Source: an optimization exercise on an open RTL-to-GDS flow (aim: small area, a short achievable clock period and few clock cycles). Production flows keep margins and buffers that such runs may drop. Where RTL was checked, it was by simulation tests only, not by an equivalence proof against the original. Power is estimated from default activity; no workload was simulated.

== indigo ==
==> flow/design.v <==
module pcmdf_dec (
    input  wire        clk,
    input  wire        rst,
    input  wire        start,
    input  wire [15:0] cfg_len,
    input  wire [15:0] cfg_fps,
    input  wire        cfg_fps_set,
    input  wire        cfg_extract,
    output reg         idle,
    input  wire        in_valid,
    output reg         in_ready,
    input  wire [31:0] in_data,
    output reg         out_valid,
    input  wire        out_ready,
    output reg  [1:0]  out_type,
    output wire [31:0] out_data,
    output reg  [2:0]  out_nbytes,
    output reg         out_tp,
    output reg  [63:0] out_ts,
    output reg  [15:0] out_hdr,
    output reg         out_ss,
    output wire [31:0] out_sync,
    output reg  [15:0] out_sfid,
    output reg  [15:0] out_plen,
    output wire [2:0]  out_status,
    output reg  [15:0] out_offset,
    output reg  [15:0] out_count,
    output reg  [31:0] out_mode_word
);
    localparam [1:0] T_HDR = 2'd0, T_PAY = 2'd1, T_END = 2'd2;
    localparam [2:0] PH_MODE  = 3'd0,   
                     PH_TP    = 3'd1,   
                     PH_REC   = 3'd2,   
                     PH_DRAIN = 3'd3,   
                     PH_SHORT = 3'd4;   
    reg        busy;
    reg [2:0]  phase;
    reg [1:0]  status;
    reg        fpsv_l;      
    reg        xbad;        
    reg [15:0] lrem;        
    reg        lnz;         
    reg        lw;          
    reg        fit0;        
    reg        fit1;        
    reg [15:0] sh;          
    reg [15:0] hl;          
    reg        hsf;         
    reg        rl0, rl1;    
    reg [3:0]  fi;          
    reg [15:0] hold;        
    reg        hv;          
    reg        df;          
    reg        tsh;         
    reg [31:0] sk;          
    reg        skv;
    reg        endp;        
    reg [31:0] dsync;
    assign out_status = {1'b0, status};
    assign out_data   = dsync;
    assign out_sync   = dsync;
    wire   hdr_wait   = out_valid && (out_type == T_HDR);
    wire out_free = !out_valid || out_ready;
    wire slot     = out_free && !endp;        
    wire acc      = in_valid && in_ready;
    wire go       = (skv || acc) && slot;
    wire [31:0] w = skv ? sk : in_data;
    wire [13:0] lrem_q = lrem[15:2] - 14'd1;
    wire [15:0] h0 = w[15:0];
    wire [15:0] h1 = w[31:16];
    wire        x  = out_ss;
    wire        odd = out_plen[0];      
    wire        rec = (phase == PH_REC);
    wire        rlast0 = rl0;                     
    wire        rlast1 = rl1;                     
    wire [3:0]  fi1 = (fi == 4'd8) ? 4'd8 : fi + 4'd1;
    wire [3:0]  f1  = rlast0 ? 4'd0 : fi1;
    wire        p0  = x ? (fi >= 4'd8) : (fi >= 4'd5);
    wire        p1  = x ? (f1 >= 4'd8) : (f1 >= 4'd5);
    wire        start0 = (fi == 4'd0);
    wire        nofit0 = start0 && !fit0;
    wire        nofit1 = rlast0 && !fit1;
    wire        bad0   = start0 && xbad;
    wire        par  = sh[0] ^ hl[0] ^ hsf;       
    wire [15:0] E    = par ? h1 : h0;
    wire [15:0] O    = par ? h0 : h1;
    wire [3:0]  idxE = par ? fi1 : fi;
    wire [3:0]  idxO = par ? fi : fi1;
    wire        vE   = !(rlast0 && par);          
    wire        vO   = !(rlast0 && !par);
    wire        h0ff   = (h0 == 16'hFFFF);
    wire        h1ff   = (h1 == 16'hFFFF);
    wire        ts_pos = (idxO == 4'd3) && vO && (out_ts[31:0] == 32'hFFFF_FFFF) &&
                         (!par || (out_ts[47:32] == 16'hFFFF));
    wire        ts_bad = ts_pos && h0ff && (par || h1ff);
    wire        ts_end = ts_pos && par && rlast1;
    wire        hdr_w = x ? ((idxO == 4'd7) && vO) : ((idxE == 4'd4) && vE);
    wire        pay_beat = hv ? p0 : (p0 && !hdr_w);
    wire        hv_n     = (hdr_w && p1) || (hv && p0 && p1) || (!hv && !p0 && p1);
    wire        df_n     = (go && rec) ? (hv_n && rlast1) : (df && !out_free);
    wire        df_out   = df && out_free;
    wire        d_pay    = go && ((phase == PH_TP) || (rec && pay_beat));
    wire        d_hi_en  = df_out || d_pay || (go && rec && (idxO == 4'd5) && vO);
    wire        d_lo_en  = df_out || d_pay || (go && rec && (idxE == 4'd6) && vE);
    wire        d_pair   = df_out || (d_pay && hv);            
    wire [15:0] d_hi     = (d_pair || (!d_pay && par)) ? h0 : h1;
    wire [15:0] d_lo     = d_pair ? hold : ((!d_pay && par) ? h1 : h0);
    wire        mode_go  = go && (phase == PH_MODE);
    wire        rec_go   = go && rec;
    wire        end_ld   = (endp && out_free) || (go && (phase == PH_DRAIN) && lw && !df);
    wire        hdr_ld   = (mode_go && w[20]) || (rec_go && hdr_w && !ts_bad && !bad0);
    wire        beat_ld  = end_ld || hdr_ld || df_out || d_pay;
    wire        is_hdr   = (mode_go && w[20]) || (rec_go && hdr_w);
    wire [2:0]  nb_tp    = (lw && lrem[1:0] != 2'd0) ? {1'b0, lrem[1:0]} : 3'd4;
    wire        short_ld = busy && (phase == PH_SHORT) && slot;
    wire        rl_any   = rlast0 || rlast1;
    wire        off_en   = short_ld || mode_go || (rec_go && rl_any && !(ts_end && h0ff));
    wire [15:0] off_d    = short_ld ? 16'd0 : mode_go ? (w[20] ? lrem : 16'd4) :
                           out_offset + {sh[14:0], 1'b0};
    wire        cnt_en   = short_ld || mode_go || (rec_go && rl_any) || (status == 2'd3);
    wire [15:0] cnt_d    = mode_go ? {15'd0, w[20]} :
                           (short_ld || status == 2'd3) ? 16'd0 : out_count + 16'd1;
    wire        st_en    = short_ld || mode_go || (rec_go && ((bad0 && !nofit0) || ts_bad));
    wire [1:0]  st_d     = short_ld ? 2'd1 : mode_go ? ((w[20] || fpsv_l) ? 2'd0 : 2'd2) : 2'd3;
    wire        pos_en   = mode_go || rec_go;
    wire [3:0]  fi_d     = mode_go ? 4'd0 : rlast0 ? 4'd1 : rlast1 ? 4'd0 :
                           (fi >= 4'd6) ? 4'd8 : fi + 4'd2;
    wire [15:0] hl_d     = (mode_go || rlast0 || rlast1) ? sh : hl - 16'd2;
    wire        hsf_d    = mode_go ? 1'b0 : rlast0 ? 1'b1 : rlast1 ? 1'b0 : hsf;
    wire        rl0_d    = !mode_go && !rlast0 && !rlast1 && (hl == (hsf ? 16'd4 : 16'd3));
    wire        rl1_d    = !mode_go && !rlast0 && !rlast1 && (hl == (hsf ? 16'd5 : 16'd4));
    wire [2:0]  nb_rec   = hv ? (!p0 ? (odd ? 3'd1 : 3'd2) : (rlast0 && odd) ? 3'd3 : 3'd4)
                              : (rlast0 ? (odd ? 3'd1 : 3'd2) : ((rlast1 && odd) ? 3'd3 : 3'd4));
    wire [17:0] fit_b  = {2'b00, lrem} - {1'b0, sh, 1'b0};
    wire        fit_hi = (fit_b[16:3] != 14'd0);
    wire        fit0_d = !fit_b[17] && (fit_hi || fit_b[2:0] >= (odd ? 3'd3 : 3'd4));
    wire        fit1_d = !fit_b[17] && (fit_hi || fit_b[2:0] >= (odd ? 3'd5 : 3'd6));
    reg        busy_n, lnz_n, skv_n, endp_n, short_n;
    reg [2:0]  phase_n;
    reg        end_now;
    always @* begin
        skv_n   = skv ? !slot : (acc && !slot);
        busy_n  = busy;
        lnz_n   = lnz;
        phase_n = phase;
        short_n = (phase == PH_SHORT);
        endp_n  = endp && !out_free;
        end_now = 1'b0;
        if (!busy) begin
            if (start && idle) begin
                busy_n  = 1'b1;
                lnz_n   = (cfg_len != 16'd0);
                short_n = (cfg_len < 16'd4);
                phase_n = short_n ? PH_SHORT : PH_MODE;
            end
        end else begin
            if (phase == PH_SHORT && slot) begin
                phase_n = PH_DRAIN;
                short_n = 1'b0;
            end
            if (go) begin
                lnz_n = !lw;
                case (phase)
                    PH_MODE:  phase_n = w[20] ? PH_TP : (fpsv_l ? PH_REC : PH_DRAIN);
                    PH_REC:   if (nofit0 || bad0 || ts_bad || nofit1) phase_n = PH_DRAIN;
                    PH_DRAIN: end_now = lw && !df;
                    default: ;
                endcase
            end
            if (end_now) begin
                busy_n = 1'b0;
            end else if (!lnz_n && !df_n && !short_n) begin
                busy_n = 1'b0;
                endp_n = 1'b1;
            end
        end
    end
    always @(posedge clk) begin
        if (rst) begin
            busy      <= 1'b0;
            out_valid <= 1'b0;
            df        <= 1'b0;
            skv       <= 1'b0;
            in_ready  <= 1'b0;
            idle      <= 1'b1;
            endp      <= 1'b0;
            phase     <= PH_MODE;
        end else begin
            busy     <= busy_n;
            lnz      <= lnz_n;
            skv      <= skv_n;
            phase    <= phase_n;
            endp     <= endp_n;
            in_ready <= busy_n && lnz_n && !skv_n && !short_n;
            idle     <= !busy_n && !(out_free ? hdr_ld : hdr_wait);
            out_valid <= (out_valid && !out_ready) || beat_ld;
            if (out_free)
                out_type <= end_ld ? T_END : is_hdr ? T_HDR : T_PAY;
            if (df_out || d_pay)
                out_nbytes <= df_out ? (odd ? 3'd1 : 3'd2) :
                              (phase == PH_TP) ? nb_tp : nb_rec;
            if (acc && !slot)
                sk <= in_data;
            if (d_hi_en)
                dsync[31:16] <= d_hi;
            if (d_lo_en)
                dsync[15:0] <= d_lo;
            if (pos_en) begin
                fi  <= fi_d;
                hl  <= hl_d;
                hsf <= hsf_d;
                rl0 <= rl0_d;
                rl1 <= rl1_d;
            end
            if (rec_go && (tsh || (idxE == 4'd0 && vE)))
                out_ts[15:0] <= tsh ? hold : E;
            if (rec_go && idxO == 4'd1 && vO) out_ts[31:16] <= O;
            if (rec_go && idxE == 4'd2 && vE) out_ts[47:32] <= E;
            if (rec_go && idxO == 4'd3 && vO) out_ts[63:48] <= O;
            if (rec_go && idxE == 4'd4 && vE) out_hdr <= E;
            if (rec_go && idxO == 4'd7 && vO) out_sfid <= O;
            if (cnt_en)
                out_count <= cnt_d;
            if (off_en)
                out_offset <= off_d;
            if (st_en)
                status <= st_d;
            if (!busy) begin
                if (start && idle) begin
                    fpsv_l   <= cfg_fps_set;
                    xbad     <= cfg_extract && (cfg_fps < 16'd6);
                    out_ss   <= cfg_extract;
                    out_plen <= cfg_extract ? cfg_fps - 16'd6 : cfg_fps;
                    sh       <= ({1'b0, cfg_fps} + 17'd11) >> 1;
                    lrem     <= cfg_len;
                    lw       <= (cfg_len <= 16'd4);
                    hv       <= 1'b0;
                    df       <= 1'b0;
                    tsh      <= 1'b0;
                end
            end else begin
                if (phase == PH_SHORT && slot)
                    out_mode_word <= 32'd0;
                if (df && out_free)
                    hv <= 1'b0;      
                df <= df_n;
                if (go) begin
                    lrem <= lw ? 16'd0 : {lrem_q, lrem[1:0]};
                    lw   <= (lrem[15:3] == 13'd0) || (lrem == 16'd8);
                    fit0 <= fit0_d;
                    fit1 <= fit1_d;
                    hold <= h1;
                    case (phase)
                        PH_MODE: begin
                            out_mode_word <= w;
                            out_tp        <= w[20];
                            if (w[20])
                                out_plen <= {lrem_q, lrem[1:0]};
                        end
                        PH_REC: begin
                            tsh <= rlast0;
                            hv <= hv_n;
                        end
                        default: ;
                    endcase
                end
            end
        end
    end
endmodule
export LEC_CHECK = 0
export CAP_MARGIN = 20
export CORE_MARGIN = 2
export CORE_UTILIZATION = 60
export CTS_BUF_LIST = sky130_fd_sc_hd__clkbuf_4 sky130_fd_sc_hd__clkbuf_8
export PLACE_DENSITY = 0.75
export SETUP_SLACK_MARGIN = 4.8
export SLEW_MARGIN = 20
create_clock -name core_clock -period 8.0 [get_ports {clk}]
standard.sh (not shown) runs the stock make flow with config.mk's settings and CLKGATE_MAP_FILE= SYNTH_SCRIPT=/design/flow/synth_recipe.tcl, a recipe that flattens the netlist after the stock synthesis.
==> flow/flow/run.sh <==
#!/bin/bash
# The standard layout (standard synthesis, floorplan, place, CTS, route),
# with the smallest buffer on each input and output port instead of the
# default port buffer cell. Each tool's output goes to its log here.
set -euo pipefail
export BUFFER_PORTS_ARGS="-buffer_cell sky130_fd_sc_hd__buf_1"
bash standard.sh synth > synth.log 2>&1
bash standard.sh finish > layout.log 2>&1
## Diff of input files: tundra against indigo
diff --git a/flow/design.v b/flow/design.v
--- a/flow/design.v
+++ b/flow/design.v
@@ -4,11 +4,11 @@
     input  wire        start,
     input  wire [15:0] cfg_len,
     input  wire [15:0] cfg_fps,
     input  wire        cfg_fps_set,
     input  wire        cfg_extract,
-    output reg         idle,
+    output wire        idle,
     input  wire        in_valid,
     output reg         in_ready,
     input  wire [31:0] in_data,
     output reg         out_valid,
     input  wire        out_ready,
@@ -43,11 +43,10 @@
     reg        lw;          
     reg        fit0;        
     reg        fit1;        
     reg [15:0] sh;          
     reg [15:0] hl;          
-    reg        hsf;         
     reg        rl0, rl1;    
     reg [3:0]  fi;          
     reg [15:0] hold;        
     reg        hv;          
     reg        df;          
@@ -58,10 +57,11 @@
     reg [31:0] dsync;
     assign out_status = {1'b0, status};
     assign out_data   = dsync;
     assign out_sync   = dsync;
     wire   hdr_wait   = out_valid && (out_type == T_HDR);
+    assign idle       = !busy && !hdr_wait;
     wire out_free = !out_valid || out_ready;
     wire slot     = out_free && !endp;        
     wire acc      = in_valid && in_ready;
     wire go       = (skv || acc) && slot;
     wire [31:0] w = skv ? sk : in_data;
@@ -79,11 +79,11 @@
     wire        p1  = x ? (f1 >= 4'd8) : (f1 >= 4'd5);
     wire        start0 = (fi == 4'd0);
     wire        nofit0 = start0 && !fit0;
     wire        nofit1 = rlast0 && !fit1;
     wire        bad0   = start0 && xbad;
-    wire        par  = sh[0] ^ hl[0] ^ hsf;       
+    wire        par  = sh[0] ^ hl[0];             
     wire [15:0] E    = par ? h1 : h0;
     wire [15:0] O    = par ? h0 : h1;
     wire [3:0]  idxE = par ? fi1 : fi;
     wire [3:0]  idxO = par ? fi : fi1;
     wire        vE   = !(rlast0 && par);          
@@ -123,14 +123,13 @@
     wire        st_en    = short_ld || mode_go || (rec_go && ((bad0 && !nofit0) || ts_bad));
     wire [1:0]  st_d     = short_ld ? 2'd1 : mode_go ? ((w[20] || fpsv_l) ? 2'd0 : 2'd2) : 2'd3;
     wire        pos_en   = mode_go || rec_go;
     wire [3:0]  fi_d     = mode_go ? 4'd0 : rlast0 ? 4'd1 : rlast1 ? 4'd0 :
                            (fi >= 4'd6) ? 4'd8 : fi + 4'd2;
-    wire [15:0] hl_d     = (mode_go || rlast0 || rlast1) ? sh : hl - 16'd2;
-    wire        hsf_d    = mode_go ? 1'b0 : rlast0 ? 1'b1 : rlast1 ? 1'b0 : hsf;
-    wire        rl0_d    = !mode_go && !rlast0 && !rlast1 && (hl == (hsf ? 16'd4 : 16'd3));
-    wire        rl1_d    = !mode_go && !rlast0 && !rlast1 && (hl == (hsf ? 16'd5 : 16'd4));
+    wire [15:0] hl_d     = (mode_go || rlast1) ? sh : rlast0 ? sh - 16'd1 : hl - 16'd2;
+    wire        rl0_d    = !mode_go && !rlast0 && !rlast1 && (hl == 16'd3);
+    wire        rl1_d    = !mode_go && !rlast0 && !rlast1 && (hl == 16'd4);
     wire [2:0]  nb_rec   = hv ? (!p0 ? (odd ? 3'd1 : 3'd2) : (rlast0 && odd) ? 3'd3 : 3'd4)
                               : (rlast0 ? (odd ? 3'd1 : 3'd2) : ((rlast1 && odd) ? 3'd3 : 3'd4));
     wire [17:0] fit_b  = {2'b00, lrem} - {1'b0, sh, 1'b0};
     wire        fit_hi = (fit_b[16:3] != 14'd0);
     wire        fit0_d = !fit_b[17] && (fit_hi || fit_b[2:0] >= (odd ? 3'd3 : 3'd4));
@@ -145,11 +144,11 @@
         phase_n = phase;
         short_n = (phase == PH_SHORT);
         endp_n  = endp && !out_free;
         end_now = 1'b0;
         if (!busy) begin
-            if (start && idle) begin
+            if (start && !hdr_wait) begin
                 busy_n  = 1'b1;
                 lnz_n   = (cfg_len != 16'd0);
                 short_n = (cfg_len < 16'd4);
                 phase_n = short_n ? PH_SHORT : PH_MODE;
             end
@@ -180,21 +179,19 @@
             busy      <= 1'b0;
             out_valid <= 1'b0;
             df        <= 1'b0;
             skv       <= 1'b0;
             in_ready  <= 1'b0;
-            idle      <= 1'b1;
             endp      <= 1'b0;
             phase     <= PH_MODE;
         end else begin
             busy     <= busy_n;
             lnz      <= lnz_n;
             skv      <= skv_n;
             phase    <= phase_n;
             endp     <= endp_n;
             in_ready <= busy_n && lnz_n && !skv_n && !short_n;
-            idle     <= !busy_n && !(out_free ? hdr_ld : hdr_wait);
             out_valid <= (out_valid && !out_ready) || beat_ld;
             if (out_free)
                 out_type <= end_ld ? T_END : is_hdr ? T_HDR : T_PAY;
             if (df_out || d_pay)
                 out_nbytes <= df_out ? (odd ? 3'd1 : 3'd2) :
@@ -206,11 +203,10 @@
             if (d_lo_en)
                 dsync[15:0] <= d_lo;
             if (pos_en) begin
                 fi  <= fi_d;
                 hl  <= hl_d;
-                hsf <= hsf_d;
                 rl0 <= rl0_d;
                 rl1 <= rl1_d;
             end
             if (rec_go && (tsh || (idxE == 4'd0 && vE)))
                 out_ts[15:0] <= tsh ? hold : E;
@@ -224,11 +220,11 @@
             if (off_en)
                 out_offset <= off_d;
             if (st_en)
                 status <= st_d;
             if (!busy) begin
-                if (start && idle) begin
+                if (start && !hdr_wait) begin
                     fpsv_l   <= cfg_fps_set;
                     xbad     <= cfg_extract && (cfg_fps < 16'd6);
                     out_ss   <= cfg_extract;
                     out_plen <= cfg_extract ? cfg_fps - 16'd6 : cfg_fps;
                     sh       <= ({1'b0, cfg_fps} + 17'd11) >> 1;
--- outcome ---
- On period utilization, indigo and tundra are neck and neck.
- Looking only at total vias in the final route, and setting everything else aside, the higher value of indigo and tundra goes to tundra.
- Comparing clock insertion delay at the later pin of the skew report for indigo and tundra, the smaller number came from tundra.
- Taking indigo as the reference, in tundra total power went down 0.00026 W; adder-cell area share of the yosys netlist roughly the same; post-synthesis average cell area fell by about 4.7%; share of synthesized area occupied by flip-flops and latches went down 1.8 points; placer's final routability congestion estimate increased 2.3%.
- Lower sequential share of layout area goes to tundra over indigo.
- Compared to indigo, the routing of tundra uses more wire.
- Final critical path time including I/O delays and setup: tundra vs indigo down 0.0070 ns
- Portion of the layout cell area used by clock cells was higher in indigo than in tundra.
- Number of non-clock buffers in the layout for tundra: 18 down relative to indigo
- tundra ends up with a clock network power share that is 1.3 points lower than in indigo.
Testbench counts of tundra, summed over its fixed seeds: cycles 18,614.
No functional check of the RTL was part of indigo.

re-timing with driven ports:
In the flow no input, the clock included, has a driving cell. The finished layouts below were timed again as built, in two steps. Step 1 (the two cells are an assumption about what drives the block):
set clk [get_ports {clk}]
set_driving_cell -lib_cell sky130_fd_sc_hd__clkbuf_16 $clk
set_driving_cell -lib_cell sky130_fd_sc_hd__buf_2 [delete_from_list [all_inputs] $clk]
Step 2 moves the port delays by t, midway between the first and last clock arrival at a register: inputs arrive t later, outputs are due t later. That takes back most of the time a late clock gives input paths. Three values: no drivers, after step 1, after step 2; two values: the first two.
run	shift t [ns]	slack for setup (ns)	clock arrival spread, ns	worst slew at a driven data input, ns	pins driven straight from the clock port
indigo	0.650	4.774 / 4.803 / 4.153	0.044 / 0.044	0.07	1
tundra	0.629	4.781 / 4.731 / 4.256	0.019 / 0.019	0.10	1
After both steps every run listed still meets setup and hold. For indigo, which loses most, drivers alone change the setup slack by +0.029 ns; drivers and shift together by -0.621 ns.
